This is an optimization exercise on Yosys and OpenROAD, whose aim is small area, a short achievable clock period and few clock cycles, not a production implementation. At most, simulation tests tie the RTL to the original design; equivalence was not proved. Power is estimated from default activity; no workload was simulated.

==> flow/design.v (excerpt) <==
module jkbus_io (
    input  wire         clk,
    input  wire         rst,           
    input  wire         cmd_valid,
    output wire         cmd_ready,
    input  wire [31:0]  cmd,
    input  wire [7:0]   ext_rdata,     
    output reg          rsp_valid,     
    output wire [7:0]   rsp_data,
    output reg          ext_valid,     
    output wire         ext_we,
    output wire [1:0]   ext_dev,
    output wire [15:0]  ext_port,
    output wire [7:0]   ext_data,
    output reg          xtick_valid,   
    output wire [27:0]  xtick_count,
    output reg          reset_ev,      
    output wire [3:0]   pb_valid,      
    output wire [31:0]  pb_data,
    output wire [127:0] pb_time,
    output wire         stb_valid,     
    output wire [31:0]  stb_time
);
    localparam [7:0] PORT_IDLE = 8'hFF;
    reg  [31:0] c;
    reg  [7:0]  cx;        
    reg         cv;        
    reg         st;        
    reg  [7:0]  cr0;
    reg         cr1_7, cr2_0, cr2_2;
    reg  [3:0]  cr3_52;    
    reg  [7:0]  inlatch;
    reg  [17:0] keylatch;
    reg  [31:0] tnow;
    wire [15:0] addr = c[23:8];
    wire [7:0]  dat  = c[7:0];
    wire [1:0]  k_len = c[25:24];
    wire [7:0]  k_w0  = c[15:8];
    wire [7:0]  k_w1  = c[7:0];
    wire is_ioread   = c[31:24] == 8'h20 && c[7:0] == 8'h00;
    wire is_iowrite  = c[31:24] == 8'h30;
    wire is_setkey   = c[31:26] == 6'b100000 && c[23:16] == 8'h00 && k_len != 2'd3
                       && !(k_len == 2'd0 && (k_w0 != 8'd0 || k_w1 != 8'd0))
                       && !(k_len == 2'd1 && k_w1 != 8'd0);
    wire is_setinput = c[31:8] == 24'h900000;
  ...
export LEC_CHECK = 0
export CAP_MARGIN = 20
export CORE_MARGIN = 2
export CORE_UTILIZATION = 50
export CTS_BUF_LIST = sky130_fd_sc_hd__clkbuf_8
export PLACE_DENSITY = 0.7
export SETUP_SLACK_MARGIN = 3.8
export SLEW_MARGIN = 20
export TNS_END_PERCENT = 10
create_clock -name core_clock -period 8.0 [get_ports {clk}]
standard.sh (not shown) runs the stock make flow with config.mk's settings and CLKGATE_MAP_FILE= SYNTH_SCRIPT=/design/flow/synth_recipe.tcl, a recipe that flattens the netlist after the stock synthesis.
==> flow/flow/run.sh <==
#!/bin/bash
# The standard layout (standard.sh runs ORFS from the standard synthesis to the
# final layout), with the smallest buffer, sky130_fd_sc_hd__buf_1, on each port.
export BUFFER_PORTS_ARGS="-buffer_cell sky130_fd_sc_hd__buf_1"
bash standard.sh > standard.log 2>&1
Change:
Settings changed: CORE_UTILIZATION 50 to 35, PLACE_DENSITY 0.7 to 0.6.
What happened:
- The new run completed without violations
- non-clock buffer count goes up by 17
- worst setup slack gets better by 0.074 ns
- die area goes up by well over a third
- combinational power goes up by a few percent
- sequential power hardly moves
Change:
Settings changed: SETUP_SLACK_MARGIN 3.8 to 3.7, TNS_END_PERCENT 10 to 3.
Effect: The new run finished with timing, DRC and antenna clean. Utilization stays flat. Design area barely changes. Sequential share of layout area stays flat.
No run of this note included a check of the RTL's function; only the layout flow was run.

## S
jkbus_io, a different RTL version from the one above (not shown whole).
Size: ~310 I/O pins, ~17000 um^2 of cells after synthesis.
clock: 8.0 ns
lec_check: 0
cap_margin: 20
core_margin: 2
core_utilization: 35
place_density: 0.6
setup_slack_margin: 3.5
slew_margin: 20
run.sh (not shown) runs the stock make flow with config.mk's settings and CLKGATE_MAP_FILE= SYNTH_SCRIPT=/design/flow/synth_recipe.tcl, a recipe that flattens the netlist after the stock synthesis.
Stock flow here: none of the scripts above is used.
S went all the way through synthesis, placement and routing and the layout is clean on timing, DRC and antenna.
Modified inputs, P compared to S
Settings: SETUP_SLACK_MARGIN: 3.5 -> 4.5.
--- outcome ---
P drops more vias than S. Higher H-tree depth goes to S over P. Changes observed in P relative to S: count of cell instances traversed by the critical path down about 15%, number of global-route vias before repair higher, worst setup slack lost 0.14 ns, post-layout minimum cycle time increased by 0.14 ns relative to the old numbers, final area has increased. Summary of P over S: detailed-router iteration count before antenna repair picked up an extra 1, layout overhead on the synthesized area picked up an extra 16 points, non-clock buffer count in the final layout picked up an extra 35%.
No run of this note included a check of the RTL's function; only the layout flow was run.

jkbus_io, a different RTL version from the one above (not shown whole).
Size: ~2500 cells after synthesis, roughly 290 flip-flops, roughly 310 I/O pins.
export LEC_CHECK = 0
export CAP_MARGIN = 20
export CORE_MARGIN = 2
export CORE_UTILIZATION = 35
export PLACE_DENSITY = 0.6
export SETUP_SLACK_MARGIN = 4.5
export SLEW_MARGIN = 20
create_clock -name core_clock -period 8.0 [get_ports {clk}]
standard.sh (not shown) runs the stock make flow with config.mk's settings and CLKGATE_MAP_FILE= SYNTH_SCRIPT=/design/flow/synth_recipe.tcl, a recipe that flattens the netlist after the stock synthesis.
Scripts as last shown in full above: flow/flow/run.sh
The first run produced a clean layout.
Edit:
- SETUP_SLACK_MARGIN: 4.5 -> 4.0
Result: The new run produced a clean layout; clock power went down by 16%; clock-buffer cell count went up by 3; setup slack degrades by 0.060 ns; final area went down by 8.2%; critical path depth went down by 3; core utilization went down by 3.7 points; cell count went down by 2.4%.
No run of this note included a check of the RTL's function; only the layout flow was run.

Another version of the RTL of jkbus_io (not shown whole).
For scale: ~2100 cells after synthesis, ~0.018 sq mm of cells after synthesis.
clock: 8.0 ns
lec_check: 0
cap_margin: 20
core_margin: 2
core_utilization: 35
cts_buf_list: sky130_fd_sc_hd__clkbuf_4
place_density: 0.6
setup_slack_margin: 3.5
slew_margin: 20
Scripts as last shown in full above: flow/flow/run.sh
Testbench counts at the start, summed over its fixed seeds: cycles 317,289.
Next try:
==> flow/flow/run.sh (replaced) <==
#!/bin/bash
# Standard layout, with the smallest buffer on each port.
export BUFFER_PORTS_ARGS="-buffer_cell sky130_fd_sc_hd__buf_1"
bash standard.sh > standard.log 2>&1
--- a/flow/config.mk
+++ b/flow/config.mk
@@ -11 +10,0 @@
-export CTS_BUF_LIST = sky130_fd_sc_hd__clkbuf_4
What happened:
- The changed run finished clean
- wire length shrinks by 1.0%
- hold slack is better by 0.0089 ns
- setup slack is worse by 0.014 ns
- non-clock buffer count shrinks by 17
- synthesized cell count stays the same
- fmax shrinks by about 0.3%
- power grows by about 1.4%
- clock-buffer cell count shrinks by 76

Setup of oak:
jkbus_io, a different RTL version from the one above (not shown whole).
Size in the first run: about 2000 cells after synthesis, roughly 270 flip-flops, ~18000 µm² of cells after synthesis.
export LEC_CHECK = 0
export CAP_MARGIN = 20
export CORE_MARGIN = 2
export CORE_UTILIZATION = 60
export CTS_BUF_LIST = sky130_fd_sc_hd__clkbuf_8
export PLACE_DENSITY = 0.75
export SETUP_SLACK_MARGIN = 3.5
export SLEW_MARGIN = 20
create_clock -name core_clock -period 8.0 [get_ports {clk}]
==> flow/flow/run.sh <==
#!/bin/bash
# The standard layout (standard.sh runs ORFS from the standard synthesis to the
# final layout), with the smallest buffer, sky130_fd_sc_hd__buf_1, on each port.
export BUFFER_PORTS_ARGS="-buffer_cell sky130_fd_sc_hd__buf_1"
bash standard.sh > standard.log 2>&1
Testbench counts of oak, summed over its fixed seeds: cycles 317,289.
diff inputs: oak => pine
- a change of CORE_UTILIZATION from 60 to 45
- an added TNS_END_PERCENT of 3
- a change of SETUP_SLACK_MARGIN from 3.5 to 3.7
- a change of PLACE_DENSITY from 0.75 to 0.65
In the flow results for oak and pine, the fmax is smaller on oak.
Changes observed in pine relative to oak: post-route fraction of the period consumed by the critical path dropped 1.2 points; proportion of power drawn by combinational gates climbed 1.4 points.
Critical path startpoint: c[0] -> oak, u_uart2.n[0] -> pine
--- input diff pine..birch ---
- a change of TNS_END_PERCENT from 3 to 10
- a change of SETUP_SLACK_MARGIN from 3.7 to 3.5
- a change of PLACE_DENSITY from 0.65 to 0.6
- a change of CORE_UTILIZATION from 45 to 35
==> comparison <==
Reported for pine and birch, layout multi-input combinational cell count turned out identical to the last digit. pine vs birch, worst setup path startpoint: u_uart2.n[0] vs c[12]. Looking at met3 routed wirelength, birch sits 16% higher than pine does. The cell count in birch sits 6.0% above the value recorded for pine. birch vs. pine: total power now larger, sequential cell count closely matched the old numbers, number of ordinary and repair buffers in the finished layout went up, routed wire length went up.
Input changes introduced in maple (baseline for comparison: birch):
- TNS_END_PERCENT now 3, was 10
- SETUP_SLACK_MARGIN now 3.7, was 3.5
Results
Re amount of wire on met2 after detailed routing: maple is 96 µm up on birch. Share of the yosys chip area belonging to registers came out exactly the same in birch and maple. For total instance count after detailed placement, maple and birch come out practically identical. Run comparison: birch type of the setup path with the least slack register to output port; maple type of the setup path with the least slack register to register.

Setup of run 5:
Another version of the RTL of jkbus_io (not shown whole).
Size: about 2100 cells after synthesis, ~270 flip-flops, ~310 I/O pins, roughly 19000 um^2 of cells after synthesis.
Settings: LEC_CHECK=0, CAP_MARGIN=20, CORE_MARGIN=2, CORE_UTILIZATION=35, CTS_BUF_LIST=sky130_fd_sc_hd__clkbuf_8, PLACE_DENSITY=0.6, SETUP_SLACK_MARGIN=3.5, SLEW_MARGIN=20, TNS_END_PERCENT=10; clock period 8.0 ns.
Scripts as last shown in full above: flow/flow/run.sh
Having completed the whole flow, run 5 delivered a layout that passed the timing, DRC and antenna checks.
> inputs changed (run 5 -> run 4)
- SETUP_SLACK_MARGIN: 3.5 -> 4.0
Looking at run 4 and run 5, the post-detailed-placement cell area is a wash.
Re count of nets left with antenna violations after detail routing: no difference whatsoever between run 5 and run 4.
Between run 5 and run 4, the flow reports total routed wirelength increasing slightly.
Final weighted congestion of routability-driven global placement up 4.3% in run 4 wrt run 5
Between run 5 and run 4, the multiplexer fraction of the synthesized cell area does not differ in any meaningful way.
Between run 4 and run 5, the difference in count of placed standard cells including taps is negligible.
Sort run 4 and run 5 by area added between synthesis and finish, ascending, and run 5 comes first.
Compared with run 5, run 4 shows a lower non-clock inverter count in the final layout.
Power across run 4 and run 5: no real change.
No run of this note included a check of the RTL's function; only the layout flow was run.

== build 89 ==
RTL: one of the versions met above, not the one the previous note started from.
Size in the first run: ~280 flip-flops, roughly 310 I/O pins, roughly 18000 sq um of cells after synthesis.
clock: 8.0 ns
lec_check: 0
cap_margin: 20
core_margin: 2
core_utilization: 35
cts_buf_list: sky130_fd_sc_hd__clkbuf_8
place_density: 0.6
setup_slack_margin: 3.5
slew_margin: 20
Scripts as last shown in full above: flow/flow/run.sh
Testbench counts of build 89, summed over its fixed seeds: cycles 317,289.
Changes in build 91 relative to build 89:
Settings: SETUP_SLACK_MARGIN now 4.5, was 3.5; CTS_BUF_LIST no longer set, was sky130_fd_sc_hd__clkbuf_8.
==> flow/run.sh (new file) <==
#!/bin/bash
# synth_recipe.tcl (not shown) runs the flow's synth.tcl, then flattens the netlist and writes it again
# the make line also repeats each setting of config.mk as NAME=value (left out here)
make -C /OpenROAD-flow-scripts/flow DESIGN_CONFIG=/design/flow/config.mk WORK_HOME=/design/flow/orfs CLKGATE_MAP_FILE= SYNTH_SCRIPT=/design/flow/synth_recipe.tcl finish
removed: flow/flow/run.sh
removed: flow/standard.sh
## What came out
Measured against each other, build 91 and build 89 differ in via-per-instance ratio, the higher figure coming from build 91.
Compared build 91 vs build 89, and worst clock skew is up in build 91.
Diff build 89 -> build 91 | total placed instance area | up by more than 10%
Build 89 → build 91: synthesized cell count did not really move; worst setup slack went down; power in sequential cells did not really move; total power went up; worst hold slack went down.
Total combinational power ended up 41% higher on build 91 than on build 89.
Changes in build 39 relative to build 91:
Settings: SETUP_SLACK_MARGIN changed from 4.5 to 3.5.
### Flow results
Per the comparison of build 39 with build 91, number of fill cells has increased; ratio of routed vias to standard cells now smaller.
STATUS final worst-path setup slack: build 39 wins against build 91
Compared with build 91, build 39 shows post-layout instance area lower by 1500 sq um.
From build 91 to build 39 the numbers moved as follows: via count lower, wire length after detailed routing saw a decrease, clock slew at the register clock pins of the worst setup and hold paths was more or less identical.
Maximum VDD drop, build 39 and build 91: smaller value in build 39
Peak fanout along the critical path, build 39 and build 91: higher on build 39
Compared to build 91, build 39 has proportion of final cell area spent on non-clock buffers 2.7 points lower.

-- re-timing with driven ports --
Ports are ideal in the flow. The routed layouts listed here were re-timed in OpenROAD.
Step 1 (the two cells are an assumption about what drives the block):
set clk [get_ports {clk}]
set_driving_cell -lib_cell sky130_fd_sc_hd__clkbuf_16 $clk
set_driving_cell -lib_cell sky130_fd_sc_hd__buf_2 [delete_from_list [all_inputs] $clk]
Step 2 times the ports against the registers' clock, not the clock port: input delays grow and output delays shrink by t, the midpoint of the rising clock arrivals with the driver on.
Three values: ideal ports, drivers, drivers and shift; two values: the first two.
run | shift t [ns] | setup WS [ns] | clock arrival spread, ns | worst register clock-pin slew, ns | worst slew at a driven data input, ns
the first run of note 1 | 0.675 | 3.596 / 3.596 / 3.596 | 0.052 / 0.052 | 0.08 / 0.08 | 0.07
the second run of note 1 | 0.692 | 3.670 / 3.670 / 3.670 | 0.046 / 0.046 | 0.06 / 0.06 | 0.08
the third run of note 1 | 0.686 | 3.679 / 3.628 / 3.680 | 0.032 / 0.033 | 0.07 / 0.07 | 0.06
S | 0.603 | 2.617 / 2.617 / 2.617 | 0.026 / 0.026 | 0.07 / 0.07 | 0.08
P | 0.623 | 2.473 / 2.473 / 2.473 | 0.023 / 0.023 | 0.07 / 0.07 | 0.08
the first run of note 3 | 0.619 | 2.985 / 2.985 / 2.985 | 0.032 / 0.032 | 0.07 / 0.07 | 0.10
the second run of note 3 | 0.614 | 2.925 / 2.925 / 2.925 | 0.020 / 0.020 | 0.07 / 0.07 | 0.09
the first run of note 4 | 0.837 | 3.402 / 3.402 / 3.402 | 0.081 / 0.080 | 0.07 / 0.07 | 0.04
the second run of note 4 | 0.589 | 3.388 / 3.388 / 3.388 | 0.038 / 0.039 | 0.07 / 0.07 | 0.04
oak | 0.622 | 3.445 / 3.445 / 3.445 | 0.037 / 0.036 | 0.07 / 0.07 | 0.04
pine | 0.643 | 3.545 / 3.502 / 3.545 | 0.022 / 0.022 | 0.07 / 0.07 | 0.08
birch | 0.673 | 3.541 / 3.492 / 3.578 | 0.069 / 0.069 | 0.07 / 0.07 | 0.08
maple | 0.673 | 3.598 / 3.550 / 3.484 | 0.056 / 0.056 | 0.07 / 0.07 | 0.05
run 5 | 0.704 | 3.583 / 3.574 / 3.583 | 0.065 / 0.064 | 0.07 / 0.07 | 0.05
run 4 | 0.724 | 3.756 / 3.756 / 3.285 | 0.073 / 0.074 | 0.07 / 0.07 | 0.05
build 89 | 0.674 | 3.563 / 3.563 / 3.563 | 0.031 / 0.031 | 0.07 / 0.07 | 0.04
build 91 | 0.627 | 3.440 / 3.440 / 3.440 | 0.035 / 0.034 | 0.07 / 0.07 | 0.06
build 39 | 0.593 | 3.542 / 3.542 / 3.220 | 0.031 / 0.032 | 0.06 / 0.06 | 0.05
After both steps setup and hold are still met in every run listed. For run 4, which loses most, drivers alone change the setup slack by 0.000 ns; drivers and shift together by -0.471 ns.
